This is an optimization exercise on Yosys and OpenROAD, whose aim is small area, not a production implementation.
Where RTL was checked, it was by simulation tests only, not by an equivalence proof against the original.
Only the layout flow was run in runs 4 and 5; the RTL was not checked for function there.
Power is estimated from default activity; no workload was simulated.

**flow/standard.sh**
```bash
#!/bin/bash
# synth_recipe.tcl (not shown) runs the flow's synth.tcl, then flattens the netlist and writes it again
# the make line also repeats each setting of config.mk as NAME=value (left out here)
make -C /OpenROAD-flow-scripts/flow DESIGN_CONFIG=/design/flow/config.mk WORK_HOME=/design/flow/orfs CLKGATE_MAP_FILE= SYNTH_SCRIPT=/design/flow/synth_recipe.tcl "${@:-finish}"
```
**flow/constraint.sdc**
```tcl
create_clock -name core_clock -period 10.0 [get_ports {clk}]
set_input_delay 2.0000 -clock core_clock [delete_from_list [all_inputs] [get_ports {clk}]]
set_output_delay 2.0000 -clock core_clock [all_outputs]
set_load 0.01 [all_outputs]
```
**flow/flow/synth.tcl**
```tcl
# The standard flow's synthesis (synth_recipe.tcl) with abc's script replaced by an
# area-oriented one. Registers are mapped before abc runs, so they are the
# same as the standard synthesis gives.
proc abc {args} {
  set i [lsearch -exact $args -script]
  if { $i >= 0 } {
    lset args [expr { $i + 1 }] $::env(AREA_ABC_SCRIPT)
  }
  yosys abc {*}$args
}
source $::env(FLOW_WORK)/synth_recipe.tcl
```
**flow/flow/abc_area.script**
```
strash
&get -n
&dch -f
&nf -R 1000
&put
strash
&get -n
&dch -f
&nf -R 1000
&put
topo
```
**flow/flow/run.sh**
```bash
#!/bin/bash
# Own layout flow: the standard flow, with
#  - synthesis: abc maps for area (flow/abc_area.script) instead of ORFS's
#    area script, which buffers and upsizes for a delay target;
#  - port buffers: the smallest buffer (buf_1) instead of clkdlybuf4s50_1;
#  - CTS: no dummy loads, clkbuf_8 buffers driving clusters of up to 16 sinks.
set -euo pipefail
WORK=$(pwd)
export FLOW_WORK=$WORK
export AREA_ABC_SCRIPT=$WORK/flow/abc_area.script
sed "s#SYNTH_SCRIPT=[^ ]*#SYNTH_SCRIPT=$WORK/flow/synth.tcl#" standard.sh > own_standard.sh
bash own_standard.sh synth > synth.log 2>&1
export BUFFER_PORTS_ARGS="-buffer_cell sky130_fd_sc_hd__buf_1"
export CTS_ARGS="-sink_clustering_enable -repair_clock_nets -dont_use_dummy_load -buf_list sky130_fd_sc_hd__clkbuf_8 -sink_clustering_size 16 -sink_clustering_max_diameter 60"
bash standard.sh > layout.log 2>&1
```
**flow/config.mk**
```make
export PLATFORM = sky130hd
export DESIGN_NAME = jexb_fa
export DESIGN_NICKNAME = jexb_fa
export VERILOG_FILES = /design/flow/design.v
export SDC_FILE = /design/flow/constraint.sdc
export NUM_CORES = 4
export LEC_CHECK = 0
export ABC_AREA = 1
export CAP_MARGIN = 20
export CORE_MARGIN = 2
export CORE_UTILIZATION = 70
export PLACE_DENSITY = 0.8
export SLEW_MARGIN = 20
```
**flow/design.v**
```verilog
module jexb_crc_upd (
    input  wire [15:0] crc,
    input  wire [7:0]  data,
    output wire [15:0] crc_next
);
    wire [7:0]  d1 = data ^ crc[7:0];
    wire [7:0]  d2 = d1 ^ {d1[3:0], 4'b0000};
    wire [15:0] t1 = {d2, crc[15:8]};
    wire [15:0] t2 = {12'h000, d2[7:4]};
    wire [15:0] t3 = {5'b00000, d2, 3'b000};
    assign crc_next = t1 ^ t2 ^ t3;
endmodule
module jexb_fa #(
    parameter [7:0] START_MARKER = 8'h3E,
    parameter [7:0] RC_TYPE      = 8'h31
) (
    input  wire        clk,
    input  wire        rst,
    input  wire        rx_valid,
    input  wire [7:0]  rx_data,
    input  wire [1:0]  c_op,
    input  wire [7:0]  c_idx,
    input  wire [15:0] c_mid,
    output wire        c_ready,
    output wire        c_fs_clear,
    output wire        c_baud_toggle,
    output wire [15:0] c_val,
    output wire [4:0]  nchan
);
    localparam integer CAP       = 70;
    localparam integer NCHAN     = 16;
    localparam [10:0]  JUNK_BASE = 11'd23;    
    assign nchan = NCHAN[4:0];
    reg [7:0]  hi_q [0:NCHAN-1];    
    reg [7:2]  lo_q [0:NCHAN-1];    
    reg [6:0]  pos_q;               
    reg [6:0]  len_q;               
    reg [15:0] crc_q;               
    reg        done_q;
    reg        baudok_q;
    reg [10:0] junk_q;              
    reg        ready_q;
    reg        toggle_q;
    reg        rd_q;                
    reg        md_q;                
    reg [3:0]  idx_q;
    reg [15:0] mid_q;
    wire        begun     = |pos_q;
    wire        is_marker = (rx_data == START_MARKER);
    wire        store     = rx_valid && (begun || is_marker);
    wire        junk_byte = rx_valid && !begun && !is_marker;
    wire [6:0]  p_next    = pos_q + 7'd1;
    wire [15:0] crc_out;
    jexb_crc_upd u_crc (
        .crc      (begun ? crc_q : 16'h0000),
        .data     (rx_data),
        .crc_next (crc_out)
    );
    wire at_len     = (pos_q == 7'd2);
    wire abort_len  = at_len && ((rx_data > CAP) || (rx_data < 8'd3));
    wire abort_type = (pos_q == 7'd4) && (rx_data != RC_TYPE);
    wire hit_len    = at_len ? (rx_data == 8'd3) :
                      ((pos_q > 7'd2) && (p_next == len_q));
    wire complete   = store && !abort_len && !abort_type && hit_len;
    wire crc_ok     = (crc_out == 16'h0000);
    wire good       = complete && crc_ok;
    wire bad        = complete && !crc_ok;
    wire stay       = store && !abort_len && !abort_type && !hit_len;
    wire        junk_over = junk_q[10];
    wire [10:0] junk_sum  = junk_q + {4'd0, bad ? pos_q : 7'd0} + 11'd1;
    wire [10:0] junk_rx   = (!junk_over && (junk_byte || bad)) ? junk_sum : junk_q;
    wire done_rx   = good ? 1'b1 : ((store && !begun) ? 1'b0 : done_q);
    wire baudok_rx = baudok_q || good;
    wire is_poll = (c_op == 2'b01);
    wire is_rdch = (c_op == 2'b10);
    wire toggle  = is_poll && !baudok_rx && junk_rx[10];
    wire use_mid = (c_idx[7:4] != 4'd0) || !baudok_rx;
    wire [7:0] wdata = rst ? 8'h00 : rx_data;
    integer i;
    always @(posedge clk) begin
        for (i = 0; i < NCHAN; i = i + 1) begin
            if (rst || (store && pos_q == 6 + 2 * i))
                lo_q[i] <= wdata[7:2];
            if (rst || (store && pos_q == 7 + 2 * i))
                hi_q[i] <= wdata;
        end
    end
    always @(posedge clk) begin
        if (at_len)
            len_q <= rx_data[6:0];
        if (store)
            crc_q <= crc_out;
        idx_q <= c_idx[3:0];
        mid_q <= c_mid;
    end
    always @(posedge clk) begin
        if (rst) begin
            pos_q    <= 7'd0;
            done_q   <= 1'b0;
            baudok_q <= 1'b0;
            junk_q   <= JUNK_BASE;
            ready_q  <= 1'b0;
            toggle_q <= 1'b0;
            rd_q     <= 1'b0;
            md_q     <= 1'b0;
        end else begin
            if (toggle || (store && !stay))
                pos_q <= 7'd0;
            else if (store)
                pos_q <= p_next;
            done_q   <= is_poll ? 1'b0 : done_rx;
            baudok_q <= baudok_rx;
            junk_q   <= toggle ? JUNK_BASE : junk_rx;
            ready_q  <= is_poll && done_rx;
            toggle_q <= toggle;
            rd_q     <= is_rdch && !use_mid;
            md_q     <= is_rdch && use_mid;
        end
    end
    assign c_ready       = ready_q;
    assign c_fs_clear    = ready_q;
    assign c_baud_toggle = toggle_q;
    reg [7:0] hi_sel;
    reg [7:2] lo_sel;
    integer k;
    always @* begin
        hi_sel = 8'd0;
        lo_sel = 6'd0;
        for (k = 0; k < NCHAN; k = k + 1) begin
            hi_sel = hi_sel | (hi_q[k] & {8{idx_q == k}});
            lo_sel = lo_sel | (lo_q[k] & {6{idx_q == k}});
        end
    end
    wire [13:0] chval = {1'b0, hi_sel, lo_sel[7:3]} + {13'd0, lo_sel[2]};
    assign c_val = (md_q ? mid_q : 16'd0) | (rd_q ? {2'b00, chval} : 16'd0);
endmodule
```
==> results of run 1 <==
==> logic make-up after synthesis <==
family | Yosys count
fa+ha+maj | 14
simple gates | 217
xor+xnor | 50
compound gates | 177
other cells | 2
buf+inv | 20
flops | 291
==> final timing paths <==
kind,depth (start not counted),endpoint,slack (ns),from
worst min register to register,1,junk_q[0]$_SDFFE_PP1P_,0.48,junk_q[0]$_SDFFE_PP1P_
worst max-delay path,21,pos_q[5]$_SDFFE_PP0P_,3.01,pos_q[4]$_SDFFE_PP0P_
worst min-delay path,1,junk_q[0]$_SDFFE_PP1P_,0.48,junk_q[0]$_SDFFE_PP1P_
worst max register to register,21,pos_q[5]$_SDFFE_PP0P_,3.01,pos_q[4]$_SDFFE_PP0P_
==> power by group through the flow <==
stage	clock network [uW]	logic [uW]	registers [uW]
finish	531	650	1580
detailed placement	0	641	1600
global placement	0	612	1600
global route	574	713	1590
CTS	537	644	1580
floorplan	0	474	1580
==> cell type report <==
| cell class | instances | area share [%] |
|---|---|---|
| clock buffers | 22 | 2.44 |
| inverters | 14 | 0.423 |
| multi-input cells | 463 | 25.2 |
| flip-flops and latches | 291 | 66.8 |
| well taps | 216 | 2.18 |
| repair buffers | 75 | 2.88 |
==> cell usage in the layout (no fill, tap or decap), drive strengths merged, types with 5 or more instances in the layout <==
| master | count |
|---|---|
| edfxtp | 247 |
| buf | 74 |
| nand2 | 65 |
| nor2 | 54 |
| dfxtp | 44 |
| a222oi | 40 |
| a22oi | 33 |
| xor2 | 26 |
| xnor2 | 24 |
| clkbuf | 23 |
| a31o | 17 |
| nand3 | 16 |
| a21oi | 16 |
| nor3 | 15 |
| a22o | 14 |
| nor2b | 14 |
| clkinv | 13 |
| nand4 | 13 |
| ha | 13 |
| a21o | 10 |
| and2 | 10 |
| o21ai | 10 |
| nor4 | 9 |
| nand2b | 7 |
| o21bai | 7 |
| a221oi | 6 |
| and3 | 6 |
| a211oi | 6 |
| conb | 5 |
==> flip-flops by register name, indices dropped and copies added, names as in the netlist <==
register  count
baudok_q      1
crc_q        16
done_q        1
hi_q        128
idx_q         4
junk_q       11
len_q         7
lo_q         96
md_q          1
mid_q        16
pos_q         7
rd_q          1
ready_q       1
toggle_q      1
==> stage by stage <==
stage | hold slack (ns) | instance area (um^2)
floorplan | 0.442 | 11500
detailed placement | 0.462 | 12100
global placement | 0.458 | 12100
finish | 0.480 | 12400
CTS | 0.482 | 12400
global route | 0.500 | 12400
==> per-layer routing <==
metal  vias up  track usage [%]
met2       433             51.9
li1       3246                -
met3        62             3.23
met4         0             12.7
met1      3561             38.9
met5         -                0
==> results.ini, run 1 <==
[run_status]
outcome = timing/DRC/antenna clean

[timing]
period_share_pct = 69.9
hold_viol_final = 0
skew_ns = 0.0787
max-slew-margin-rel_pct = 25.0
finalSetupViolCount = 0
rsz0062_at_grt = false
worst_pin_slew_ns = 1.12
fmax_mhz = 143
tns_ns = 0
fin_ws_ns = 3.01
final.min_clock_period_ns = 6.99
slew_viol_final = 0

[layout]
drive_gt1_share_pct = 6.01
regArea_um2 = 8300
syn_to_final_growth_pct = 8.11
fillers = 942
fin_cells = 1081
n_antenna_cell = 0
multi_input_area_um2 = 3130
final_util_pct = 77.9
fin_nets = 918

[route]
first_iter_violations = 1152
route.met2.wl_mm = 13.3
dr.pass1.iters = 8
drt-met1-wl_mm = 9.35
wl_per_cell_um = 24.0
wl_mm = 25.9
route.top_layer_used = met4
via_per_inst = 6.75
vias = 7302
drt.antenna.violating_nets = 0
drc = 0
route.met3.wl_mm = 2.37

[synth]
ys_ff_latch = 291
synth.avg_cell_area_um2 = 14.9
syn_area_um2 = 11500
yosysTopAreaCell = edfxtp_1
synth.area.top_cells = edfxtp_1, dfxtp_1, a222oi_1, a22oi_1, nand2_1
synthTopCellsByCount = edfxtp_1, nand2_1, nor2_1
synth_top_family_by_area = compound AO/OA/AOI/OAI gates
synthAdderAreaFrac_pct = 1.59
async_flop_share_pct = 0
synth.area.mux_share_pct = 0
synthXorXnorAreaFrac_pct = 3.81
synth_compound_area_share_pct = 12.5
ys_types = 43
ys_seq_area_share_pct = 72.3
yosys.area_share.simple_pct = 8.97
synth_top_area_share_pct = 64.6
yosysMostFrequentCell = edfxtp_1
synthFlopType = edfxtp_1
synthCells = 771
yosys_warnings = 3
synth-edff-count = 247

[floorplanning]
start_util_pct = 72.0
rows = 46
io_pins = 61
coreArea_um2 = 15900
die_w_um = 132
die_h_um = 132
dieArea_um2 = 17400

[placement]
place_congestion = 0.881
numPortBuffers = 55
dpl.hpwl_mm = 17.0
dp.cells = 1059
post-place-ws_ns = 2.78

[run]
max_cap_viol_count = 0

[power]
leakage_uw = 0.00424
powerDensity_nw_per_um2 = 222
comb_power_share_pct = 23.6
p_total_uw = 2760
power.share.sequential_pct = 57.2
irDropWorstVdd_uv = 240
swShare_pct = 30.5
p_switching_uw = 841
p_int_uw = 1920
clkPwrFrac_pct = 19.2

[clock_tree]
clk_pin_slew_worst_paths_ns = 0.09
cts_sinks = 291
cts_hold_buf = 0
clk_latency_ns = 0.54
cts_inserted_buffers = 22
cts_tree = built
cts-resized-gates = 0
cts_buffer_depth = 3
ctsHtreeMaxLevel = 1
cts-root-buf = clkbuf_8
post_cts_buffers = 0

[setup_path]
path_cells = nor3_1, nand3_1, nand2_1, xor2_1, xnor2_1, xor2_1, nor4_1, and3_1, nor3_1, nand2_1, ha_1, fa_1, o21ai_0, nand3_1, nand2_1, a21o_1, a31o_1, nand3_1, nand2b_1, or2_0, a211oi_1
cp.required_ns = 10.35
slowest_delay_ns = 0.87
path_class = register to register
cp_slowest_cell = nor3_1
cp.buffers_inverters = 0
cp-end-kind = register
critPathTopFamily = simple AND/OR/NAND/NOR gates
path_max_fanout = 18
cp_data_arrival_time_ns = 7.34
start_kind = register

[grt]
grt_pass1_vias = 7112
grtUsageTotal_pct = 29.9
grt_max_degree = 46
grt_pass1_wl_mm = 39.6
grt_overflow = 0
antenna_found_initial = 0

[hold_path]
hold_path_class = register to register

==> run 2: changes to the inputs <==
--- a/flow/flow/run.sh
+++ b/flow/flow/run.sh
@@ -4,4 +4,6 @@
 #    area script, which buffers and upsizes for a delay target;
 #  - port buffers: the smallest buffer (buf_1) instead of clkdlybuf4s50_1;
+#  - after global routing, gates off the critical paths are downsized
+#    (RECOVER_POWER);
 #  - CTS: no dummy loads, clkbuf_8 buffers driving clusters of up to 16 sinks.
 set -euo pipefail
@@ -12,4 +14,5 @@
 bash own_standard.sh synth > synth.log 2>&1
 export BUFFER_PORTS_ARGS="-buffer_cell sky130_fd_sc_hd__buf_1"
+export RECOVER_POWER=100
 export CTS_ARGS="-sink_clustering_enable -repair_clock_nets -dont_use_dummy_load -buf_list sky130_fd_sc_hd__clkbuf_8 -sink_clustering_size 16 -sink_clustering_max_diameter 60"
 bash standard.sh > layout.log 2>&1
==> results.ini, run 2 <==
[run_status]
outcome = finished with violations
check.faults = max-capacitance violations, max-slew violations

[floorplanning]
start_util_pct = 72.0  ; unchanged
coreArea_um2 = 15900  ; unchanged
rows = 46  ; unchanged
die_w_um = 132  ; unchanged
io_pins = 61  ; unchanged
die_h_um = 132  ; unchanged
dieArea_um2 = 17400  ; unchanged

[synth]
yosys_warnings = 3  ; unchanged
syn_area_um2 = 11500  ; unchanged
ys_ff_latch = 291  ; unchanged
synth_top_area_share_pct = 64.6  ; unchanged
synthFlopType = edfxtp_1
synthCells = 771  ; unchanged
ys_types = 43  ; unchanged
synthTopCellsByCount = edfxtp_1, nand2_1, nor2_1
yosysTopAreaCell = edfxtp_1
synth.area.top_cells = edfxtp_1, dfxtp_1, a222oi_1, a22oi_1, nand2_1
synth-edff-count = 247  ; unchanged
yosysMostFrequentCell = edfxtp_1
synth.avg_cell_area_um2 = 14.9  ; unchanged
async_flop_share_pct = 0  ; unchanged
ys_seq_area_share_pct = 72.3  ; unchanged

[route]
first_iter_violations = 1094  ; -5.0%
drc = 0  ; unchanged
wl_mm = 25.9  ; -0.18%
via_per_inst = 6.72  ; -0.45%
drt.antenna.violating_nets = 0  ; unchanged
vias = 7269  ; -0.45%
wl_per_cell_um = 24.0  ; -0.18%
dr.pass1.iters = 8  ; unchanged

[grt]
grtUsageTotal_pct = 29.9  ; unchanged
grt_pass1_wl_mm = 39.6  ; unchanged
grt_max_degree = 46  ; unchanged
grt_pass1_vias = 7112  ; unchanged
antenna_found_initial = 0  ; unchanged
grt_overflow = 0  ; unchanged

[layout]
syn_to_final_growth_pct = 7.78
fin_nets = 918  ; unchanged
regArea_um2 = 8300  ; unchanged
final_util_pct = 77.6  ; -0.24 points
final_cell_mix = edfxtp_1, nand2_1, nor2_1, buf_1, dfxtp_1
fillers = 952  ; +1.1%
multi_input_area_um2 = 3120  ; -0.56%
reg.largest.list = hi_q x128, lo_q x96
largest_register_ffs = 128  ; unchanged
drive_gt1_share_pct = 4.86  ; -1.2 points
final_common_cell = edfxtp_1
n_antenna_cell = 0  ; unchanged
largest_register = hi_q

[clock_tree]
cts_tree = built
cts_sinks = 291  ; unchanged
cts_buffer_depth = 3  ; unchanged
clk_latency_ns = 0.54  ; about the same
ctsHtreeMaxLevel = 1  ; unchanged
post_cts_buffers = 0  ; unchanged
clk_pin_slew_worst_paths_ns = 0.09  ; about the same
cts-resized-gates = 0  ; unchanged
cts_hold_buf = 0  ; unchanged
cts_inserted_buffers = 22  ; unchanged
cts-root-buf = clkbuf_8

[timing]
fmax_mhz = 141  ; -1.3%
slew_viol_final = 145  ; +145
tns_ns = 0  ; unchanged
hold_viol_final = 0  ; unchanged
period_share_pct = 70.9  ; +0.94 points
worst_pin_slew_ns = 2.39  ; +1.26 ns
final.min_clock_period_ns = 7.09  ; +0.0938 ns
rsz0062_at_grt = false
max-slew-margin-rel_pct = -59.4  ; -84 points
skew_ns = 0.0751  ; -0.00357 ns
finalSetupViolCount = 0  ; unchanged

[run]
max_cap_viol_count = 4  ; +4

[placement]
numPortBuffers = 55  ; unchanged
place_congestion = 0.881  ; unchanged
dpl.hpwl_mm = 17.0  ; unchanged

[setup_path]
cp.required_ns = 10.33  ; -0.02 ns
start_kind = primary input
cp-end-kind = register
path_max_fanout = 40  ; +22
cp_data_arrival_time_ns = 7.42  ; +0.08 ns
path_class = primary input to register

[power]
irDropWorstVdd_uv = 241  ; +0.39%
powerDensity_nw_per_um2 = 223  ; +0.41%
leakage_uw = 0.00421  ; -0.77%

[hold_path]
hold_path_class = register to register

run 2: final timing paths:
path,start,end,slack [ns],cells after the start
setup / recovery,rx_data[6],pos_q[5]$_SDFFE_PP0P_,2.91,21
hold / removal,junk_q[0]$_SDFFE_PP1P_,junk_q[0]$_SDFFE_PP1P_,0.48,1
setup reg to reg,pos_q[4]$_SDFFE_PP0P_,pos_q[5]$_SDFFE_PP0P_,2.95,21
hold reg to reg,junk_q[0]$_SDFFE_PP1P_,junk_q[0]$_SDFFE_PP1P_,0.48,1
run 2: area by class of cell:
type,instances,area share [%]
Sequential cell,291,67.0
Multi-Input combinational cell,463,25.2
Timing Repair Buffer,75,2.73
Clock buffer,22,2.45
Tap cell,216,2.18
Inverter,14,0.425
run 2: logic make-up after synthesis:
family / after synthesis / synth area share (%)
other: 2 / 0.0654
flip-flops: 291 / 72.3
adder cells (fa/ha/maj): 14 / 1.59
buffers and inverters: 20 / 0.850
XOR/XNOR: 50 / 3.81
AND/OR/NAND/NOR: 217 / 8.97
AO/OA/AOI/OAI: 177 / 12.5
run 2: routing by layer:
metal / global-route usage (%) / share of wire, % / wire (um)
met1: 38.9 / 37 / 9460
met2: 51.9 / 51 / 13300
met3: 3.23 / 8.7 / 2260
met4: 12.7 / 3.5 / 907
met5: 0 / 0 / 0
run 2: per-stage QoR:
stage / instance area [um^2] / setup slack, ns / hold WS, ns / total power (uW) / std cells
floorplan: 11500 / 3.97 / 0.442 / 2060 / 774
CTS: 12400 / 3.00 / 0.482 / 2760 / 1081
global placement: 12100 / 3.06 / 0.458 / 2210 / 1059
detailed placement: 12100 / 2.78 / 0.462 / 2250 / 1059
finish: 12400 / 2.91 / 0.479 / 2760 / 1081
global route: 12400 / 2.36 / 0.500 / 2880 / 1081
run 2: critical path: stages:
cell and delay, ns:
clkbuf_1 0.17, nor2_1 0.18, nand3_1 0.12, nor3_1 0.19, a21o_1 0.17, nand2_1 0.15, inv_1 1.03, nand2_1 0.16
nor3_1 0.71, nand2_1 0.13, ha_1 0.23, fa_1 0.40, o21ai_0 0.32, nand3_1 0.12, nand2_1 0.12, a21o_1 0.14
a31o_1 0.15, nand3_1 0.08, nand2b_1 0.36, or2_0 0.38, a211oi_1 0.10
run 2: power by group:
part           switching [uW]  internal (uW)
combinational             444            206
sequential               64.2           1520
clock                     335            198
total                     843           1920
==> run 3: changes to the inputs <==
==> flow/flow/run.sh (replaced) <==
#!/bin/bash
# Own layout flow: the standard flow, with
#  - synthesis: abc maps for area (flow/abc_area.script) instead of ORFS's
#    area script, which buffers and upsizes for a delay target;
#  - port buffers: the smallest buffer (buf_1) instead of clkdlybuf4s50_1;
#  - CTS: no dummy loads, clkbuf_4 buffers driving clusters of up to 10 sinks.
set -euo pipefail
WORK=$(pwd)
export FLOW_WORK=$WORK
export AREA_ABC_SCRIPT=$WORK/flow/abc_area.script
sed "s#SYNTH_SCRIPT=[^ ]*#SYNTH_SCRIPT=$WORK/flow/synth.tcl#" standard.sh > own_standard.sh
bash own_standard.sh synth > synth.log 2>&1
export BUFFER_PORTS_ARGS="-buffer_cell sky130_fd_sc_hd__buf_1"
export CTS_ARGS="-sink_clustering_enable -repair_clock_nets -dont_use_dummy_load -buf_list sky130_fd_sc_hd__clkbuf_4 -sink_clustering_size 10 -sink_clustering_max_diameter 50"
bash standard.sh > layout.log 2>&1
==> flow/flow/abc_area.script (replaced) <==
strash
&get -n
&dch -f
&nf -R 1000
&put
strash
&get -n
&dch -f
&nf -R 1000
&put
strash
&get -n
&dch -f
&nf -R 1000
&put
topo
==> results.ini, run 3 <==
[grt]
antenna_found_initial = 0  ; unchanged
grt_pass1_wl_mm = 39.6  ; about the same
grtUsageTotal_pct = 29.9  ; about the same
grt_pass1_vias = 7201  ; +1.3%
grt_max_degree = 46  ; unchanged
grt_overflow = 0  ; unchanged

[synth]
yosys_warnings = 3  ; unchanged
synth.area.mux_share_pct = 0  ; unchanged
synthAdderAreaFrac_pct = 1.60  ; +0.0061 points
ys_seq_area_share_pct = 72.5  ; +0.28 points
async_flop_share_pct = 0  ; unchanged
synthFlopType = edfxtp_1
synth_top_area_share_pct = 64.8  ; +0.25 points
synth.area.top_cells = edfxtp_1, dfxtp_1, a222oi_1, xor2_1, xnor2_1
synthCells = 755  ; -2.1%
synth-edff-count = 247  ; unchanged
synthXorXnorAreaFrac_pct = 3.83  ; +0.015 points
ys_types = 40  ; -7.0%
syn_area_um2 = 11400  ; -0.38%
synthTopCellsByCount = edfxtp_1, nand2_1, a222oi_1
yosysMostFrequentCell = edfxtp_1
synth_compound_area_share_pct = 12.7  ; +0.23 points
ys_ff_latch = 291  ; unchanged
yosysTopAreaCell = edfxtp_1
synth_top_family_by_area = compound AO/OA/AOI/OAI gates
synth.avg_cell_area_um2 = 15.2  ; +1.7%
yosys.area_share.simple_pct = 8.40  ; -0.57 points

[route]
first_iter_violations = 978  ; -11%
dr.pass1.iters = 6  ; -2
drt.antenna.violating_nets = 0  ; unchanged
wl_per_cell_um = 23.7  ; -1.1%
drc = 0  ; unchanged
via_per_inst = 6.69  ; -0.54%
wl_mm = 25.6  ; -1.2%
vias = 7223  ; -0.63%

[layout]
final_util_pct = 77.5  ; -0.16 points
final_common_cell = edfxtp_1
fin_nets = 917  ; -0.11%
final_cell_mix = edfxtp_1, buf_1, nand2_1, a222oi_1
final_design_area_no_fill_um2 = 12400  ; -0.20%
largest_register = hi_q
syn_to_final_growth_pct = 7.97
n_antenna_cell = 0  ; unchanged
largest_register_ffs = 128  ; unchanged
reg.largest.list = hi_q x128, lo_q x96
drive_gt1_share_pct = 7.75  ; +2.9 points

[run_status]
outcome = timing/DRC/antenna clean

[setup_path]
path_class = register to primary output
cp_slowest_cell = nor3_1
cp_data_arrival_time_ns = 4.55  ; -2.87 ns
start_kind = register
path_cells = nand2b_1, nor3_1, buf_4, a22oi_1, nand4_1, a221oi_1, nand3_1, ha_1, ha_1, nand3_1, or3_1, nor3_1, nand2_1, a32oi_1, o21ai_0, buf_1
cp.buffers_inverters = 2  ; unchanged
cp-end-kind = primary output
cp.required_ns = 8.00  ; -2.33 ns
path_max_fanout = 8  ; -80%
slowest_delay_ns = 0.73  ; -0.30 ns
critPathTopFamily = simple AND/OR/NAND/NOR gates

[clock_tree]
cts-resized-gates = 0  ; unchanged
cts_hold_buf = 0  ; unchanged
cts-root-buf = clkbuf_4
cts_sinks = 291  ; unchanged
clk_latency_ns = 0.62  ; +0.08 ns
cts_tree = built
clk_pin_slew_worst_paths_ns = 0.10  ; about the same
cts_inserted_buffers = 35  ; +59%
post_cts_buffers = 0  ; unchanged
ctsHtreeMaxLevel = 2  ; +1
cts_buffer_depth = 3  ; unchanged

[timing]
worst_pin_slew_ns = 1.00  ; -1.38 ns
max-slew-margin-rel_pct = 33.2  ; +93 points
skew_ns = 0.0396  ; -0.0355 ns
tns_ns = 0  ; unchanged
period_share_pct = 65.5  ; -5.4 points
finalSetupViolCount = 0  ; unchanged
rsz0062_at_grt = false
fin_ws_ns = 3.45  ; +0.536 ns
hold_viol_final = 0  ; unchanged
slew_viol_final = 0  ; -100%
fmax_mhz = 153  ; +8.2%
final.min_clock_period_ns = 6.55  ; -0.536 ns

[floorplanning]
die_w_um = 132  ; -0.19%
dieArea_um2 = 17400  ; -0.37%
start_util_pct = 71.8  ; -0.27 points
io_pins = 61  ; unchanged
rows = 46  ; unchanged
die_h_um = 132  ; -0.19%
coreArea_um2 = 15900  ; unchanged

[power]
p_switching_uw = 779  ; -7.6%
leakage_uw = 0.00426  ; +1.2%
clkPwrFrac_pct = 19.2  ; about the same
powerDensity_nw_per_um2 = 213  ; -4.8%
comb_power_share_pct = 21.5  ; -2.0 points
swShare_pct = 29.7  ; -0.84 points
power.share.sequential_pct = 59.3  ; +2.1 points
p_int_uw = 1850  ; -3.8%
p_total_uw = 2630  ; -5.0%
irDropWorstVdd_uv = 208  ; -14%

[placement]
numPortBuffers = 55  ; unchanged
place_congestion = 0.910  ; +3.3%
dpl.hpwl_mm = 17.1  ; +0.69%
post-place-ws_ns = 3.16  ; +0.380 ns
place_area_um2 = 12100  ; -0.23%

[run]
max_cap_viol_count = 0  ; -4

[hold_path]
hold_path_class = register to register

run 3: cell types whose count changed after synthesis, sizes merged, moves of 6 or more:
cell / change
nand2: -17
a21o: +11
nor2: -10
a22oi: -9
nand3: +8
a222oi: +7
o21bai: -7
a221oi: +6
nand4: -6
run 3: metal layers:
| layer | wire [um] | GRT usage [%] |
|---|---|---|
| met5 | 0 | 0 |
| met4 | 654 | 9.96 |
| met3 | 2630 | 7.04 |
| met2 | 12400 | 48.5 |
| met1 | 9880 | 40.8 |
run 3: cells by family (layout without fill, tap and decap cells):
group                    count (synthesis)  count (layout)
other                                    2               5
buffers and inverters                   21             127
AND/OR/NAND/NOR                        196             196
AO/OA/AOI/OAI                          181             181
XOR/XNOR                                50              50
flip-flops                             291             291
adder cells (fa/ha/maj)                 14              14
run 3: final timing paths:
check                                       startpoint                      to  slack [ns]  cells after the start
worst max-delay path                  idx_q[1]$_DFF_P_               c_val[12]        3.45                     16
worst min-delay path            junk_q[5]$_SDFFE_PP0P_  junk_q[5]$_SDFFE_PP0P_        0.47                      2
worst max register to register   pos_q[4]$_SDFFE_PP0P_   pos_q[5]$_SDFFE_PP0P_        3.59                     22
worst min register to register  junk_q[5]$_SDFFE_PP0P_  junk_q[5]$_SDFFE_PP0P_        0.47                      2
run 3: power by group through the flow:
stage,Combinational [uW],Clock (uW),Sequential (uW)
after floorplan,409,0,1560
after global placement,535,0,1580
after detailed placement,557,0,1590
after CTS,560,509,1560
after global routing,620,559,1570
final,565,503,1560
run 3: layout make-up:
class | count | area (um^2)
Sequential cell | 291 | 8300
Multi-Input combinational cell | 446 | 3090
Fill cell | 998 | 3590
Timing Repair Buffer | 77 | 373
Clock buffer | 35 | 263
Tap cell | 216 | 270
Inverter | 15 | 56.3
run 3: through the flow:
| stage | hold slack (ns) | std cells |
|---|---|---|
| 5_1_grt | 0.488 | 1080 |
| 4_1_cts | 0.470 | 1080 |
| 2_1_floorplan | 0.436 | 758 |
| 6_report | 0.470 | 1080 |
| 3_3_place_gp | 0.449 | 1045 |
| 3_5_place_dp | 0.455 | 1045 |
run 3: worst min-delay path: cells and delay by family, from the launching register on:
family | cells | cell delay (ns)
flops | 1 | 0.32
compound gates | 1 | 0.05
simple gates | 1 | 0.05
==> run 4: changes to the inputs <==
--- a/flow/design.v
+++ b/flow/design.v
@@ -44,6 +44,5 @@
     reg        rd_q;                
     reg        md_q;                
-    reg [3:0]  idx_q;
-    reg [15:0] mid_q;
+    reg [15:0] arg_q;               
     wire        begun     = |pos_q;
     wire        is_marker = (rx_data == START_MARKER);
@@ -91,6 +90,5 @@
         if (store)
             crc_q <= crc_out;
-        idx_q <= c_idx[3:0];
-        mid_q <= c_mid;
+        arg_q <= use_mid ? c_mid : {c_mid[15:4], c_idx[3:0]};
     end
     always @(posedge clk) begin
@@ -121,16 +119,26 @@
     assign c_fs_clear    = ready_q;
     assign c_baud_toggle = toggle_q;
-    reg [7:0] hi_sel;
-    reg [7:2] lo_sel;
-    integer k;
-    always @* begin
-        hi_sel = 8'd0;
-        lo_sel = 6'd0;
-        for (k = 0; k < NCHAN; k = k + 1) begin
-            hi_sel = hi_sel | (hi_q[k] & {8{idx_q == k}});
-            lo_sel = lo_sel | (lo_q[k] & {6{idx_q == k}});
+    wire [13:0] chsel;
+    wire [15:0] sel;
+    wire [13:0] row [0:NCHAN-1];
+    genvar g, b;
+    generate
+        for (g = 0; g < NCHAN; g = g + 1) begin : g_sel
+            assign sel[g] = (arg_q[3:0] == g);
+            assign row[g] = {hi_q[g], lo_q[g]} & {14{sel[g]}};
         end
-    end
+        for (b = 0; b < 14; b = b + 1) begin : g_bit
+            wire o0 = row[0][b]  | row[1][b]  | row[2][b];
+            wire o1 = row[3][b]  | row[4][b]  | row[5][b];
+            wire o2 = row[6][b]  | row[7][b]  | row[8][b];
+            wire o3 = row[9][b]  | row[10][b] | row[11][b];
+            wire o4 = row[12][b] | row[13][b] | row[14][b];
+            wire o5 = row[15][b];
+            assign chsel[b] = (o0 | o1 | o2) | (o3 | o4 | o5);
+        end
+    endgenerate
+    wire [7:0] hi_sel = chsel[13:6];
+    wire [7:2] lo_sel = chsel[5:0];
     wire [13:0] chval = {1'b0, hi_sel, lo_sel[7:3]} + {13'd0, lo_sel[2]};
-    assign c_val = (md_q ? mid_q : 16'd0) | (rd_q ? {2'b00, chval} : 16'd0);
+    assign c_val = (md_q ? arg_q : 16'd0) | (rd_q ? {2'b00, chval} : 16'd0);
 endmodule
==> results.ini, run 4 <==
[grt]
grt_pass1_wl_mm = 38.6  ; -2.4%
grt_max_degree = 47  ; +2.2%
grtUsageTotal_pct = 29.3  ; -0.64 points
grt_pass1_vias = 7093  ; -1.5%
grt_overflow = 0  ; unchanged
antenna_found_initial = 0  ; unchanged

[route]
first_iter_violations = 1165  ; +19%
wl_per_cell_um = 23.8  ; +0.34%
vias = 7313  ; +1.2%
dr.pass1.iters = 10  ; +4
route.top_layer_used = met4
route.met3.wl_mm = 2.62  ; -0.57%
via_per_inst = 6.86  ; +2.6%
wl_mm = 25.3  ; -0.96%
drt-met1-wl_mm = 9.50  ; -3.8%
drc = 0  ; unchanged
drt.antenna.violating_nets = 0  ; unchanged
route.met2.wl_mm = 12.2  ; -1.8%

[clock_tree]
post_cts_buffers = 0  ; unchanged
clk_pin_slew_worst_paths_ns = 0.10  ; about the same
cts_hold_buf = 0  ; unchanged
cts_sinks = 287  ; -1.4%
cts-resized-gates = 0  ; unchanged
clk_latency_ns = 0.63  ; about the same
ctsHtreeMaxLevel = 2  ; unchanged
cts_inserted_buffers = 34  ; -2.9%
cts-root-buf = clkbuf_4
cts_buffer_depth = 3  ; unchanged
cts_tree = built

[timing]
final.min_clock_period_ns = 7.16  ; +0.605 ns
slew_viol_final = 0  ; unchanged
whs_ns = 0.486  ; +0.0158 ns
tns_ns = 0  ; unchanged
worst_pin_slew_ns = 1.15  ; +0.146 ns
hold_viol_final = 0  ; unchanged
finalSetupViolCount = 0  ; unchanged
fmax_mhz = 140  ; -8.5%
period_share_pct = 71.6  ; +6.1 points
max-slew-margin-rel_pct = 23.2  ; -10 points
rsz0062_at_grt = false
skew_ns = 0.0601  ; +0.0205 ns

[synth]
yosysTopAreaCell = edfxtp_1
async_flop_share_pct = 0  ; unchanged
synth.area.mux_share_pct = 0.484  ; +0.48 points
yosys_warnings = 3  ; unchanged
ys_types = 43  ; +7.5%
synth.avg_cell_area_um2 = 15.2  ; +0.27%
synthXorXnorAreaFrac_pct = 3.69  ; -0.13 points
ys_ff_latch = 287  ; -1.4%
ys_seq_area_share_pct = 72.2  ; -0.32 points
synth_compound_area_share_pct = 12.4  ; -0.27 points
syn_area_um2 = 11400  ; -0.52%
yosys.area_share.simple_pct = 8.76  ; +0.36 points
synthTopCellsByCount = edfxtp_1, a222oi_1, nand2_1
synth_top_area_share_pct = 65.2  ; +0.34 points
synthFlopType = edfxtp_1
synth-edff-count = 247  ; unchanged
yosysMostFrequentCell = edfxtp_1
synth_top_family_by_area = compound AO/OA/AOI/OAI gates
synthCells = 749  ; -0.79%
synthAdderAreaFrac_pct = 1.61  ; +0.0084 points
synth.area.top_cells = edfxtp_1, dfxtp_1, a222oi_1, xor2_1, nand2_1

[run]
max_cap_viol_count = 0  ; unchanged

[layout]
largest_register_ffs = 128  ; unchanged
drive_gt1_share_pct = 7.65  ; -0.11 points
largest_register = hi_q
final_cell_mix = edfxtp_1, a222oi_1, nand2_1, buf_1, nor2_1
fillers = 947  ; -5.1%
final_design_area_no_fill_um2 = 12300  ; -0.77%
final_util_pct = 77.2  ; -0.32 points
final_common_cell = edfxtp_1
reg.largest.list = hi_q x128, lo_q x96
fin_nets = 903  ; -1.5%
syn_to_final_growth_pct = 7.71
n_antenna_cell = 0  ; unchanged

[hold_path]
hold_path_class = register to register

[setup_path]
start_kind = register
cp_data_arrival_time_ns = 5.16  ; +0.61 ns
cp_slowest_cell = nor2_1
path_max_fanout = 14  ; +6
cp.required_ns = 8.00  ; about the same
cp-end-kind = primary output
path_class = register to primary output
slowest_delay_ns = 0.85  ; +0.12 ns
cpMostUsedCell = or3_1
path_cells = nand2b_1, nor2_1, a222oi_1, nand3_1, a21oi_1, nand3_1, ha_1, and3b_1, nand2_1, or2_0, or3_1, or3_1, or3_1, a32o_1, buf_1

[placement]
dpl.hpwl_mm = 16.5  ; -3.5%
place_congestion = 0.908  ; -0.27%
place_area_um2 = 12000  ; -1.0%
numPortBuffers = 55  ; unchanged

[floorplanning]
coreArea_um2 = 15900  ; -0.36%
die_h_um = 132  ; -0.25%
die_w_um = 132  ; -0.25%
rows = 46  ; unchanged
dieArea_um2 = 17300  ; -0.51%
start_util_pct = 71.6  ; -0.12 points
io_pins = 61  ; unchanged

[power]
powerDensity_nw_per_um2 = 229  ; +7.7%
leakage_uw = 0.00434  ; +1.9%
irDropWorstVdd_uv = 249  ; +20%

[run_status]
outcome = timing/DRC/antenna clean

==> run 4: metrics by stage <==
stage	setup slack [ns]	std cells	total power (uW)
floorplan	4.09	752	2110
global placement	3.17	1031	2280
detailed placement	2.92	1031	2320
CTS	2.89	1065	2790
global route	2.61	1066	2950
finish	2.84	1066	2810
==> run 4: per-layer routing <==
layer | GRT usage (%) | vias up
met5 | 0 | -
met4 | 13.3 | 0
met3 | 4.63 | 82
met2 | 47.0 | 488
met1 | 40.2 | 3500
li1 | - | 3243
==> run 4: cells by family (layout without fill, tap and decap cells) <==
group           Yosys count  in the layout
xor+xnor                 48             48
simple gates            207            207
compound gates          169            169
flops                   287            287
other cells               2              5
fa+ha+maj                14             14
buf+inv                  17            115
mux                       5              5
==> run 4: layout make-up <==
cell class                 count  area (um^2)  share of cell area [%]
sequential                   287         8220                    67.0
multi-input combinational    448         3140                    25.6
timing repair buffer          70          338                    2.76
tap                          216          270                    2.20
clock buffer                  34          255                    2.08
inverter                      11         41.3                   0.337
==> run 4: worst max-delay path, delay by kind of cell, from the launching register on <==
| family | cells | cell delay (ns) |
|---|---|---|
| flip-flops | 1 | 0.53 |
| AND/OR/NAND/NOR | 10 | 3.03 |
| adder cells (fa/ha/maj) | 1 | 0.20 |
| AO/OA/AOI/OAI | 3 | 0.64 |
| buffers and inverters | 1 | 0.12 |
==> run 4: path summary, 6_finish.rpt <==
check | startpoint | endpoint | slack, ns | cells past startpoint
worst max-delay path | arg_q[1]$_DFF_P_ | c_val[11] | 2.84 | 15
worst min-delay path | junk_q[0]$_SDFFE_PP1P_ | junk_q[0]$_SDFFE_PP1P_ | 0.49 | 1
worst max register to register | pos_q[4]$_SDFFE_PP0P_ | pos_q[1]$_SDFFE_PP0P_ | 3.68 | 22
worst min register to register | junk_q[0]$_SDFFE_PP1P_ | junk_q[0]$_SDFFE_PP1P_ | 0.49 | 1
==> run 4: report_power, final <==
part	switching (uW)	internal (uW)
logic	486	244
registers	76.2	1510
clock network	337	158
total	899	1910
==> run 5: changes to the inputs <==
==> flow/flow/run.sh (replaced) <==
#!/bin/bash
# Own layout flow: the standard flow, with
#  - synthesis: abc maps for area (flow/abc_area.script) instead of ORFS's
#    area script, which buffers and upsizes for a delay target;
#  - port buffers: the smallest buffer (buf_1) instead of clkdlybuf4s50_1;
#  - CTS: no dummy loads, clkbuf_8 buffers driving clusters of up to 16 sinks.
set -euo pipefail
WORK=$(pwd)
export FLOW_WORK=$WORK
export AREA_ABC_SCRIPT=$WORK/flow/abc_area.script
sed "s#SYNTH_SCRIPT=[^ ]*#SYNTH_SCRIPT=$WORK/flow/synth.tcl#" standard.sh > own_standard.sh
bash own_standard.sh synth > synth.log 2>&1
export BUFFER_PORTS_ARGS="-buffer_cell sky130_fd_sc_hd__buf_1"
export CTS_ARGS="-sink_clustering_enable -repair_clock_nets -dont_use_dummy_load -buf_list sky130_fd_sc_hd__clkbuf_8 -sink_clustering_size 16 -sink_clustering_max_diameter 60"
bash standard.sh > layout.log 2>&1
==> results.ini, run 5 <==
[run_status]
outcome = timing/DRC/antenna clean

[placement]
dpl.hpwl_mm = 16.5  ; unchanged
place_congestion = 0.908  ; unchanged
numPortBuffers = 55  ; unchanged
place_area_um2 = 12000  ; unchanged
post-place-ws_ns = 2.92  ; unchanged

[clock_tree]
cts_tree = built
post_cts_buffers = 0  ; unchanged
clk_latency_ns = 0.53  ; -0.10 ns
ctsHtreeMaxLevel = 1  ; -1
cts-resized-gates = 0  ; unchanged
cts_hold_buf = 0  ; unchanged
cts_inserted_buffers = 21  ; -38%
cts_sinks = 287  ; unchanged
cts-root-buf = clkbuf_8
cts_buffer_depth = 3  ; unchanged
clk_pin_slew_worst_paths_ns = 0.10  ; about the same

[layout]
final_common_cell = edfxtp_1
syn_to_final_growth_pct = 7.78  ; about the same
drive_gt1_share_pct = 6.22  ; -1.4 points
fin_nets = 889  ; -1.6%
final_design_area_no_fill_um2 = 12300  ; about the same
largest_register = hi_q
fillers = 939  ; -0.84%
n_antenna_cell = 0  ; unchanged
final_cell_mix = edfxtp_1, a222oi_1, nand2_1, buf_1, nor2_1
largest_register_ffs = 128  ; unchanged
reg.largest.list = hi_q x128, lo_q x96

[synth]
yosysMostFrequentCell = edfxtp_1
async_flop_share_pct = 0  ; unchanged
syn_area_um2 = 11400  ; unchanged
yosys_warnings = 3  ; unchanged
synth.area.mux_share_pct = 0.484  ; unchanged
ys_ff_latch = 287  ; unchanged
synth-edff-count = 247  ; unchanged
synthTopCellsByCount = edfxtp_1, a222oi_1, nand2_1
synth_top_area_share_pct = 65.2  ; unchanged
ys_types = 43  ; unchanged
yosys.area_share.simple_pct = 8.76  ; unchanged
synthCells = 749  ; unchanged
synthXorXnorAreaFrac_pct = 3.69  ; unchanged
synthFlopType = edfxtp_1
synth.avg_cell_area_um2 = 15.2  ; unchanged
synth_compound_area_share_pct = 12.4  ; unchanged
synthAdderAreaFrac_pct = 1.61  ; unchanged
synth_top_family_by_area = compound AO/OA/AOI/OAI gates
synth.area.top_cells = edfxtp_1, dfxtp_1, a222oi_1, xor2_1, nand2_1
ys_seq_area_share_pct = 72.2  ; unchanged
yosysTopAreaCell = edfxtp_1

[setup_path]
start_kind = register
cp.required_ns = 8.00  ; about the same
cp_data_arrival_time_ns = 5.05  ; -0.11 ns
path_max_fanout = 14  ; unchanged
path_class = register to primary output
cp-end-kind = primary output
r2r_cells = 22  ; unchanged

[timing]
period_share_pct = 70.5  ; -1.1 points
whs_ns = 0.482  ; -0.00378 ns
skew_ns = 0.0125  ; -0.0476 ns
final.min_clock_period_ns = 7.05  ; -0.106 ns
hold_viol_final = 0  ; unchanged
slew_viol_final = 0  ; unchanged
max-slew-margin-rel_pct = 22.3  ; -0.91 points
finalSetupViolCount = 0  ; unchanged
tns_ns = 0  ; unchanged
fin_ws_ns = 2.95  ; +0.106 ns
fmax_mhz = 142  ; +1.5%
worst_pin_slew_ns = 1.16  ; +0.0136 ns
rsz0062_at_grt = false

[power]
p_int_uw = 1930  ; +1.2%
powerDensity_nw_per_um2 = 230  ; +0.50%
comb_power_share_pct = 25.5  ; -0.5 points
clkPwrFrac_pct = 18.3  ; +0.7 points
p_switching_uw = 893  ; -0.69%
leakage_uw = 0.00433  ; -0.32%
power.share.sequential_pct = 56.1  ; -0.3 points
swShare_pct = 31.6  ; -0.40 points
irDropWorstVdd_uv = 244  ; -2.0%

[route]
route.met3.wl_mm = 2.67  ; +2.1%
route.top_layer_used = met4
dr.pass1.iters = 8  ; -2
route.met2.wl_mm = 12.3  ; +0.74%
first_iter_violations = 1191  ; +2.2%
wl_mm = 25.3  ; about the same
wl_per_cell_um = 24.1  ; +1.3%
drc = 0  ; unchanged
vias = 7231  ; -1.1%
drt.antenna.violating_nets = 0  ; unchanged
via_per_inst = 6.87  ; +0.19%
drt-met1-wl_mm = 9.61  ; +1.1%

[floorplanning]
die_h_um = 132  ; unchanged
coreArea_um2 = 15900  ; unchanged
start_util_pct = 71.6  ; unchanged
die_w_um = 132  ; unchanged
rows = 46  ; unchanged
io_pins = 61  ; unchanged
dieArea_um2 = 17300  ; unchanged

[grt]
grt_overflow = 0  ; unchanged
grtUsageTotal_pct = 29.1  ; -0.20 points
grt_max_degree = 47  ; unchanged
grt_pass1_wl_mm = 38.6  ; -0.11%
grt_pass1_vias = 6958  ; -1.9%
antenna_found_initial = 0  ; unchanged

[run]
max_cap_viol_count = 0  ; unchanged

[hold_path]
hold_path_class = register to register
hold_depth = 1  ; unchanged

-- run 5: cell counts after synthesis --
No cell type changed its count.
-- run 5: layout make-up --
cell class,instances,area [um^2],share of cell area (%)
flip-flops and latches,287,8220,67.0
inverters,11,41.3,0.337
clock buffers,21,289,2.36
multi-input cells,448,3140,25.6
well taps,216,270,2.20
repair buffers,69,313,2.55
-- run 5: logic make-up after synthesis --
group / Yosys count
XOR/XNOR: 48
AO/OA/AOI/OAI: 169
buffers and inverters: 17
adder cells (fa/ha/maj): 14
multiplexers: 5
AND/OR/NAND/NOR: 207
flip-flops: 287
other: 2
-- run 5: power groups by stage --
stage / combinational [uW] / sequential (uW) / clock (uW)
2_1_floorplan: 531 / 1580 / 0
4_1_cts: 711 / 1580 / 523
3_3_place_gp: 683 / 1600 / 0
5_1_grt: 796 / 1600 / 568
6_report: 721 / 1580 / 518
3_5_place_dp: 714 / 1610 / 0
-- run 5: worst paths after layout --
| kind | start | to | slack, ns |
|---|---|---|---|
| worst min-delay path | junk_q[0]$_SDFFE_PP1P_ | junk_q[0]$_SDFFE_PP1P_ | 0.48 |
| worst max-delay path | arg_q[1]$_DFF_P_ | c_val[11] | 2.95 |
| worst min register to register | junk_q[0]$_SDFFE_PP1P_ | junk_q[0]$_SDFFE_PP1P_ | 0.48 |
| worst max register to register | pos_q[4]$_SDFFE_PP0P_ | pos_q[6]$_SDFFE_PP0P_ | 3.66 |
-- run 5: routing by layer --
| layer | vias up | global-route usage [%] |
|---|---|---|
| met4 | 0 | 9.90 |
| met2 | 469 | 48.2 |
| met1 | 3506 | 40.4 |
| li1 | 3198 | - |
| met3 | 58 | 3.86 |
| met5 | - | 0 |
-- run 5: per-stage QoR --
| step | total power [uW] | cells | utilization [%] |
|---|---|---|---|
| 4_1_cts | 2820 | 1052 | 77.1 |
| 3_3_place_gp | 2280 | 1031 | 75.2 |
| 5_1_grt | 2960 | 1052 | 77.2 |
| 2_1_floorplan | 2110 | 752 | - |
| 6_report | 2820 | 1052 | 77.2 |
| 3_5_place_dp | 2320 | 1031 | 75.3 |
-- run 5: critical path, cell delays in order (launching register included) --
cell and delay (ns):
dfxtp_1 0.52, nand2b_1 0.21, nor2_1 0.86, a222oi_1 0.31, nand3_1 0.22, a21oi_1 0.07, nand3_1 0.12, ha_1 0.21
and3b_1 0.21, nand2_1 0.10, or2_0 0.24, or3_1 0.36, or3_1 0.37, or3_1 0.34, a32o_1 0.27, buf_1 0.12
==> run 6: changes to the inputs <==
--- a/flow/design.v
+++ b/flow/design.v
@@ -66,7 +66,7 @@
     wire bad        = complete && !crc_ok;
     wire stay       = store && !abort_len && !abort_type && !hit_len;
-    wire        junk_over = junk_q[10];
     wire [10:0] junk_sum  = junk_q + {4'd0, bad ? pos_q : 7'd0} + 11'd1;
-    wire [10:0] junk_rx   = (!junk_over && (junk_byte || bad)) ? junk_sum : junk_q;
+    wire [10:0] junk_rx   = (junk_byte || bad) ?
+                            {junk_q[10] | junk_sum[10], junk_sum[9:0]} : junk_q;
     wire done_rx   = good ? 1'b1 : ((store && !begun) ? 1'b0 : done_q);
     wire baudok_rx = baudok_q || good;
@@ -125,5 +125,5 @@
     generate
         for (g = 0; g < NCHAN; g = g + 1) begin : g_sel
-            assign sel[g] = (arg_q[3:0] == g);
+            assign sel[g] = rd_q && (arg_q[3:0] == g);
             assign row[g] = {hi_q[g], lo_q[g]} & {14{sel[g]}};
         end
@@ -141,4 +141,4 @@
     wire [7:2] lo_sel = chsel[5:0];
     wire [13:0] chval = {1'b0, hi_sel, lo_sel[7:3]} + {13'd0, lo_sel[2]};
-    assign c_val = (md_q ? arg_q : 16'd0) | (rd_q ? {2'b00, chval} : 16'd0);
+    assign c_val = (md_q ? arg_q : 16'd0) | {2'b00, chval};
 endmodule
--- a/flow/flow/run.sh
+++ b/flow/flow/run.sh
@@ -4,4 +4,5 @@
 #    area script, which buffers and upsizes for a delay target;
 #  - port buffers: the smallest buffer (buf_1) instead of clkdlybuf4s50_1;
+#  - after synthesis, repair buffers no larger than buf_2;
 #  - CTS: no dummy loads, clkbuf_8 buffers driving clusters of up to 16 sinks.
 set -euo pipefail
@@ -11,4 +12,5 @@
 sed "s#SYNTH_SCRIPT=[^ ]*#SYNTH_SCRIPT=$WORK/flow/synth.tcl#" standard.sh > own_standard.sh
 bash own_standard.sh synth > synth.log 2>&1
+export DONT_USE_CELLS="sky130_fd_sc_hd__buf_4 sky130_fd_sc_hd__buf_6 sky130_fd_sc_hd__buf_8 sky130_fd_sc_hd__buf_12 sky130_fd_sc_hd__buf_16"
 export BUFFER_PORTS_ARGS="-buffer_cell sky130_fd_sc_hd__buf_1"
 export CTS_ARGS="-sink_clustering_enable -repair_clock_nets -dont_use_dummy_load -buf_list sky130_fd_sc_hd__clkbuf_8 -sink_clustering_size 16 -sink_clustering_max_diameter 60"
==> results.ini, run 6 <==
[run_status]
outcome = timing/DRC/antenna clean

[setup_path]
cp_slowest_cell = nand3_1
start_kind = register
cp-end-kind = register
timing.rr.start = pos_q[4]$_SDFFE_PP0P_
crit_path_end = pos_q[2]$_SDFFE_PP0P_
reg2reg_to = pos_q[2]$_SDFFE_PP0P_
reg2reg_slack_ns = 3.07  ; -0.59 ns
slowest_delay_ns = 0.70  ; -0.16 ns
path_max_fanout = 18  ; +4
critPathLaunch = pos_q[4]$_SDFFE_PP0P_
cp_data_arrival_time_ns = 7.38  ; +2.33 ns
path_class = register to register
cp.required_ns = 10.45  ; +2.45 ns
r2r_cells = 25  ; +14%

[clock_tree]
cts-root-buf = clkbuf_8
cts_tree = built
cts_hold_buf = 0  ; unchanged
ctsHtreeMaxLevel = 1  ; unchanged
cts_buffer_depth = 3  ; unchanged
clk_latency_ns = 0.53  ; about the same
cts-resized-gates = 0  ; unchanged
cts_sinks = 287  ; unchanged
cts_inserted_buffers = 21  ; unchanged
clk_pin_slew_worst_paths_ns = 0.09  ; about the same
post_cts_buffers = 0  ; unchanged

[power]
swShare_pct = 28.1  ; -3.5 points
powerDensity_nw_per_um2 = 210  ; -9.0%
p_switching_uw = 720  ; -19%
leakage_uw = 0.00431  ; -0.42%
clkPwrFrac_pct = 20.2  ; +1.9 points
p_total_uw = 2560  ; -9.2%
comb_power_share_pct = 19.6  ; -5.9 points
p_int_uw = 1840  ; -4.6%
power.share.sequential_pct = 60.2  ; +4.1 points
irDropWorstVdd_uv = 230  ; -5.7%

[layout]
largest_register = hi_q
drive_gt1_share_pct = 6.11  ; -0.11 points
final_common_cell = edfxtp_1
fin_nets = 888  ; -0.11%
n_antenna_cell = 0  ; unchanged
fin_cells = 1051  ; -0.095%
syn_to_final_growth_pct = 7.95
final_cell_mix = edfxtp_1, a222oi_1, nand2_1, buf_1, nor2_1
largest_register_ffs = 128  ; unchanged
reg.largest.list = hi_q x128, lo_q x96

[grt]
antenna_found_initial = 0  ; unchanged
grt_pass1_wl_mm = 37.9  ; -1.9%
grt_max_degree = 48  ; +2.1%
grt_pass1_vias = 7099  ; +2.0%
grt_overflow = 0  ; unchanged
grtUsageTotal_pct = 28.4  ; -0.62 points

[timing]
worst_pin_slew_ns = 1.22  ; +0.0592 ns
rsz0062_at_grt = false
hold_viol_final = 0  ; unchanged
fmax_mhz = 144  ; +1.7%
whs_ns = 0.479  ; -0.00254 ns
tns_ns = 0  ; unchanged
period_share_pct = 69.3  ; -1.2 points
max-slew-margin-rel_pct = 18.4  ; -4.0 points
final.min_clock_period_ns = 6.93  ; -0.121 ns
skew_ns = 0.0152  ; +0.00264 ns
slew_viol_final = 0  ; unchanged
fin_ws_ns = 3.07  ; +0.121 ns
finalSetupViolCount = 0  ; unchanged

[route]
wl_mm = 24.3  ; -4.0%
wl_per_cell_um = 23.1  ; -3.9%
drt.antenna.violating_nets = 0  ; unchanged
vias = 7048  ; -2.5%
first_iter_violations = 1014  ; -15%
via_per_inst = 6.71  ; -2.4%
drc = 0  ; unchanged
dr.pass1.iters = 7  ; -1

[synth]
yosys_warnings = 3  ; unchanged
syn_area_um2 = 11300  ; -0.45%
yosysMostFrequentCell = edfxtp_1
yosysTopAreaCell = edfxtp_1
async_flop_share_pct = 0  ; unchanged
synthTopCellsByCount = edfxtp_1, a222oi_1, nand2_1
synth.avg_cell_area_um2 = 15.2  ; about the same
synthCells = 745  ; -0.53%
ys_types = 42  ; -2.3%
synthFlopType = edfxtp_1
synth_top_area_share_pct = 65.5  ; +0.30 points
synth.area.top_cells = edfxtp_1, dfxtp_1, a222oi_1, xor2_1, a21o_1
ys_ff_latch = 287  ; unchanged
ys_seq_area_share_pct = 72.5  ; +0.33 points
synth-edff-count = 247  ; unchanged

[placement]
dp.cells = 1029  ; -0.19%
numPortBuffers = 55  ; unchanged
place_congestion = 0.900  ; -0.82%
dpl.hpwl_mm = 16.0  ; -2.8%
post-place-ws_ns = 2.91  ; -0.00915 ns

[floorplanning]
io_pins = 61  ; unchanged
die_w_um = 131  ; -0.22%
coreArea_um2 = 15800  ; -0.36%
start_util_pct = 71.6  ; about the same
rows = 46  ; unchanged
dieArea_um2 = 17200  ; -0.44%
die_h_um = 131  ; -0.22%

[run]
max_cap_viol_count = 0  ; unchanged

[hold_path]
hold_path_class = register to register

## run 6: cell count changes after synthesis, sizes merged, moves of 6 or more
cell,change
and3,+11
a32o,-6
nor4,-6
or3,-7
a222oi,+11
a21oi,+7
a211oi,-9
a41o,-6
a22oi,-11
nand3,+6
## run 6: power by group through the flow
stage	sequential, uW	clock, uW	combinational, uW
global placement	1560	0	479
CTS	1540	519	499
detailed placement	1570	0	497
finish	1540	518	503
floorplan	1550	0	377
global route	1560	559	555
## run 6: logic make-up (layout without fill, tap and decap cells)
kind of cell | count (synthesis) | in the layout | share of synthesized area, %
xor+xnor | 50 | 50 | 3.87
simple gates | 212 | 212 | 9.06
fa+ha+maj | 14 | 14 | 1.61
flops | 287 | 287 | 72.5
other cells | 2 | 5 | 0.0663
buf+inv | 16 | 103 | 0.729
mux | 9 | 9 | 0.839
compound gates | 155 | 155 | 11.3
## run 6: layer usage
layer / vias up / share of wire (%) / global-route usage [%]
li1: 3159 / - / -
met1: 3445 / 38 / 38.1
met2: 380 / 51 / 48.6
met3: 64 / 8.0 / 3.55
met4: 0 / 3.4 / 10.6
met5: - / 0 / 0
## run 6: layout make-up
class | instances | area (um^2)
Sequential cell | 287 | 8220
Fill cell | 937 | 3600
Multi-Input combinational cell | 445 | 3080
Timing Repair Buffer | 72 | 335
Clock buffer | 21 | 289
Tap cell | 216 | 270
Inverter | 10 | 37.5
## run 6: stage by stage
stage | utilization (%) | instance area, um^2
3_5_place_dp | 75.3 | 11900
6_report | 77.3 | 12200
3_3_place_gp | 75.3 | 11900
5_1_grt | 77.3 | 12200
4_1_cts | 77.1 | 12200
2_1_floorplan | - | 11300
## run 6: worst min path at each step
stage	end	startpoint	cells after the start	slack [ns]
5_1_grt	junk_q[10]$_SDFF_PP0_	junk_q[10]$_SDFF_PP0_	2	0.53
4_1_cts	junk_q[10]$_SDFF_PP0_	junk_q[10]$_SDFF_PP0_	2	0.49
2_1_floorplan	junk_q[10]$_SDFF_PP0_	junk_q[10]$_SDFF_PP0_	2	0.43
6_report	junk_q[10]$_SDFF_PP0_	junk_q[10]$_SDFF_PP0_	2	0.48
3_5_place_dp	junk_q[10]$_SDFF_PP0_	junk_q[10]$_SDFF_PP0_	2	0.46
3_3_place_gp	junk_q[10]$_SDFF_PP0_	junk_q[10]$_SDFF_PP0_	2	0.46
## run 6: worst max-delay path: cells and delay by family, from the launching register on
family | cells | cell delay [ns]
AND/OR/NAND/NOR | 15 | 4.06
adder cells (fa/ha/maj) | 1 | 0.33
flip-flops | 1 | 0.41
AO/OA/AOI/OAI | 7 | 1.37
XOR/XNOR | 2 | 0.66
==> run 7: changes to the inputs <==
==> flow/flow/run.sh (replaced) <==
#!/bin/bash
# Own layout flow: the standard flow, with
#  - synthesis: abc maps for area (flow/abc_area.script) instead of ORFS's
#    area script, which buffers and upsizes for a delay target;
#  - port buffers: the smallest buffer (buf_1) instead of clkdlybuf4s50_1;
#  - CTS: no dummy loads, clkbuf_8 buffers driving clusters of up to 16 sinks.
set -euo pipefail
WORK=$(pwd)
export FLOW_WORK=$WORK
export AREA_ABC_SCRIPT=$WORK/flow/abc_area.script
sed "s#SYNTH_SCRIPT=[^ ]*#SYNTH_SCRIPT=$WORK/flow/synth.tcl#" standard.sh > own_standard.sh
bash own_standard.sh synth > synth.log 2>&1
export BUFFER_PORTS_ARGS="-buffer_cell sky130_fd_sc_hd__buf_1"
export CTS_ARGS="-sink_clustering_enable -repair_clock_nets -dont_use_dummy_load -buf_list sky130_fd_sc_hd__clkbuf_8 -sink_clustering_size 16 -sink_clustering_max_diameter 60"
bash standard.sh > layout.log 2>&1
==> results.ini, run 7 <==
[layout]
final_common_cell = edfxtp_1
final_cell_mix = edfxtp_1, a222oi_1, nand2_1, buf_1, nor2_1
fillers = 937  ; unchanged
largest_register = hi_q
drive_gt1_share_pct = 6.11  ; unchanged
largest_register_ffs = 128  ; unchanged
n_antenna_cell = 0  ; unchanged
reg.largest.list = hi_q x128, lo_q x96
fin_nets = 888  ; unchanged
syn_to_final_growth_pct = 7.95  ; unchanged

[synth]
synthCells = 745  ; unchanged
synth-edff-count = 247  ; unchanged
ys_seq_area_share_pct = 72.5  ; unchanged
ys_ff_latch = 287  ; unchanged
synth.avg_cell_area_um2 = 15.2  ; unchanged
synth_top_area_share_pct = 65.5  ; unchanged
syn_area_um2 = 11300  ; unchanged
yosys_warnings = 3  ; unchanged
yosysMostFrequentCell = edfxtp_1
synthFlopType = edfxtp_1
synth.area.top_cells = edfxtp_1, dfxtp_1, a222oi_1, xor2_1, a21o_1
ys_types = 42  ; unchanged
synthTopCellsByCount = edfxtp_1, a222oi_1, nand2_1
async_flop_share_pct = 0  ; unchanged
yosysTopAreaCell = edfxtp_1

[route]
vias = 7048  ; unchanged
first_iter_violations = 1014  ; unchanged
wl_per_cell_um = 23.1  ; unchanged
wl_mm = 24.3  ; unchanged
drc = 0  ; unchanged
drt.antenna.violating_nets = 0  ; unchanged
dr.pass1.iters = 7  ; unchanged
via_per_inst = 6.71  ; unchanged

[setup_path]
reg2reg_slack_ns = 3.07  ; about the same
r2r_cells = 25  ; unchanged
path_class = register to register
cp.required_ns = 10.45  ; about the same
cp_data_arrival_time_ns = 7.38  ; about the same
timing.rr.start = pos_q[4]$_SDFFE_PP0P_
reg2reg_to = pos_q[2]$_SDFFE_PP0P_
path_max_fanout = 18  ; unchanged
cp.buffers_inverters = 0  ; unchanged
critPathTopFamily = simple AND/OR/NAND/NOR gates
slowest_delay_ns = 0.70  ; about the same
cp-end-kind = register
cp_slowest_cell = nand3_1
start_kind = register

[floorplanning]
die_w_um = 131  ; unchanged
start_util_pct = 71.6  ; unchanged
dieArea_um2 = 17200  ; unchanged
coreArea_um2 = 15800  ; unchanged
rows = 46  ; unchanged
io_pins = 61  ; unchanged
die_h_um = 131  ; unchanged

[timing]
slew_viol_final = 0  ; unchanged
worst_pin_slew_ns = 1.22  ; unchanged
finalSetupViolCount = 0  ; unchanged
hold_viol_final = 0  ; unchanged
rsz0062_at_grt = false
final.min_clock_period_ns = 6.93  ; unchanged
skew_ns = 0.0152  ; unchanged
period_share_pct = 69.3  ; unchanged
whs_ns = 0.479  ; unchanged
max-slew-margin-rel_pct = 18.4  ; unchanged
tns_ns = 0  ; unchanged
fmax_mhz = 144  ; unchanged

[grt]
grt_max_degree = 48  ; unchanged
grtUsageTotal_pct = 28.4  ; unchanged
antenna_found_initial = 0  ; unchanged
grt_pass1_wl_mm = 37.9  ; unchanged
grt_overflow = 0  ; unchanged
grt_pass1_vias = 7099  ; unchanged

[clock_tree]
cts_buffer_depth = 3  ; unchanged
cts_tree = built
cts_sinks = 287  ; unchanged
cts_inserted_buffers = 21  ; unchanged
clk_pin_slew_worst_paths_ns = 0.09  ; about the same
cts-resized-gates = 0  ; unchanged
clk_latency_ns = 0.53  ; about the same
cts-root-buf = clkbuf_8
cts_hold_buf = 0  ; unchanged
post_cts_buffers = 0  ; unchanged
ctsHtreeMaxLevel = 1  ; unchanged

[power]
powerDensity_nw_per_um2 = 210  ; unchanged
leakage_uw = 0.00431  ; unchanged
irDropWorstVdd_uv = 230  ; unchanged

[hold_path]
hold_path_class = register to register
hold_depth = 2  ; unchanged
min_to = junk_q[10]$_SDFF_PP0_
hold_start = junk_q[10]$_SDFF_PP0_

[placement]
place_congestion = 0.900  ; unchanged
numPortBuffers = 55  ; unchanged
dpl.hpwl_mm = 16.0  ; unchanged

[run_status]
outcome = timing/DRC/antenna clean

[run]
max_cap_viol_count = 0  ; unchanged

==> run 7: cell counts in the layout (fill, tap and decap cells not counted) <==
No cell type changed its count.
==> run 7: worst max-delay path by stage <==
stage | start | to | slack [ns] | cells after the start
floorplan | rx_data[7] | pos_q[2]$_SDFFE_PP0P_ | 2.89 | 21
global placement | rx_data[2] | pos_q[5]$_SDFFE_PP0P_ | 3.19 | 23
detailed placement | rx_data[2] | pos_q[5]$_SDFFE_PP0P_ | 2.91 | 23
CTS | pos_q[4]$_SDFFE_PP0P_ | pos_q[5]$_SDFFE_PP0P_ | 3.14 | 25
global route | pos_q[4]$_SDFFE_PP0P_ | pos_q[5]$_SDFFE_PP0P_ | 2.58 | 25
finish | pos_q[4]$_SDFFE_PP0P_ | pos_q[2]$_SDFFE_PP0P_ | 3.07 | 25
==> run 7: report_power, final <==
group	internal (uW)	switching, uW
Clock	189	328
Sequential	1480	59.3
Combinational	170	333
Total	1840	720
==> run 7: worst register-to-register path, cell delays in order, from the launching register on <==
cell      delay (ns)
dfxtp_1         0.41
nor3_1          0.59
nand3_1         0.70
nand2_1         0.29
xor2_1          0.37
xnor2_1         0.29
and3_1          0.23
nand4_1         0.10
nor3_1          0.24
nand2_1         0.09
nor3_1          0.33
nor2_1          0.19
and2_0          0.20
ha_1            0.33
a21oi_1         0.15
o21ai_0         0.16
a21o_1          0.21
a21oi_1         0.21
nor2b_1         0.07
o21a_1          0.18
and3_1          0.19
a21oi_1         0.18
nand3b_1        0.17
nor2b_1         0.36
nand3_1         0.32
a211oi_1        0.28
==> run 7: layer usage <==
layer  vias to the layer above  GRT usage, %  part of all wire (%)
met1                      3445          38.1                    38
met3                        64          3.55                   8.0
met4                         0          10.6                   3.4
met5                         -             0                     0
met2                       380          48.6                    51
li1                       3159             -                     -
==> run 7: layout make-up <==
type	instances	area, um^2	area share, %
inverters	10	37.5	0.307
flip-flops and latches	287	8220	67.2
clock buffers	21	289	2.36
multi-input cells	445	3080	25.2
well taps	216	270	2.21
repair buffers	72	335	2.74
==> run 7: logic make-up after synthesis <==
group	synth area share, %
flops	72.5
simple gates	9.06
compound gates	11.3
xor+xnor	3.87
buf+inv	0.729
fa+ha+maj	1.61
mux	0.839
other cells	0.0663
==> run 7: per-stage QoR <==
step                      power (uW)  worst slack, ns  instances  instance area (um^2)  utilization, %
after floorplan                 1920             2.89        748                 11300               -
after global placement          2040             3.19       1029                 11900            75.3
after detailed placement        2070             2.91       1029                 11900            75.3
after CTS                       2560             3.14       1050                 12200            77.1
after global routing            2670             2.58       1051                 12200            77.3
final                           2560             3.07       1051                 12200            77.3

==> what the ideal ports hide <==
Ports are ideal in the flow. The routed layouts listed here were re-timed in OpenROAD.
Step 1, drivers: a clkbuf_16 drives clk and a buf_2 each remaining input, both assumed.
Step 2, shift: input delay + t, output delay - t, t = (earliest + latest rising clock arrival at the registers) / 2. This alone moves slack from input paths to output paths.
Slacks: ideal / step 1 / step 2; pairs: ideal / step 1.
run | shift t [ns] | slack for setup (ns) | worst register clock-pin slew, ns | pins driven straight from the clock port
run 1 | 0.543 | 3.008 / 3.008 / 2.865 | 0.10 / 0.10 | 1
run 2 | 0.549 | 2.914 / 2.938 / 2.389 | 0.10 / 0.10 | 1
run 3 | 0.633 | 3.450 / 3.416 / 3.146 | 0.11 / 0.11 | 1
run 4 | 0.640 | 2.845 / 2.808 / 3.344 | 0.11 / 0.11 | 1
run 5 | 0.566 | 2.950 / 2.909 / 3.296 | 0.10 / 0.10 | 1
run 6 | 0.566 | 3.072 / 3.072 / 2.799 | 0.10 / 0.10 | 1
run 7 | 0.566 | 3.072 / 3.072 / 2.799 | 0.10 / 0.10 | 1
For run 2, which loses most, drivers alone change the setup slack by +0.024 ns; drivers and shift together by -0.525 ns.
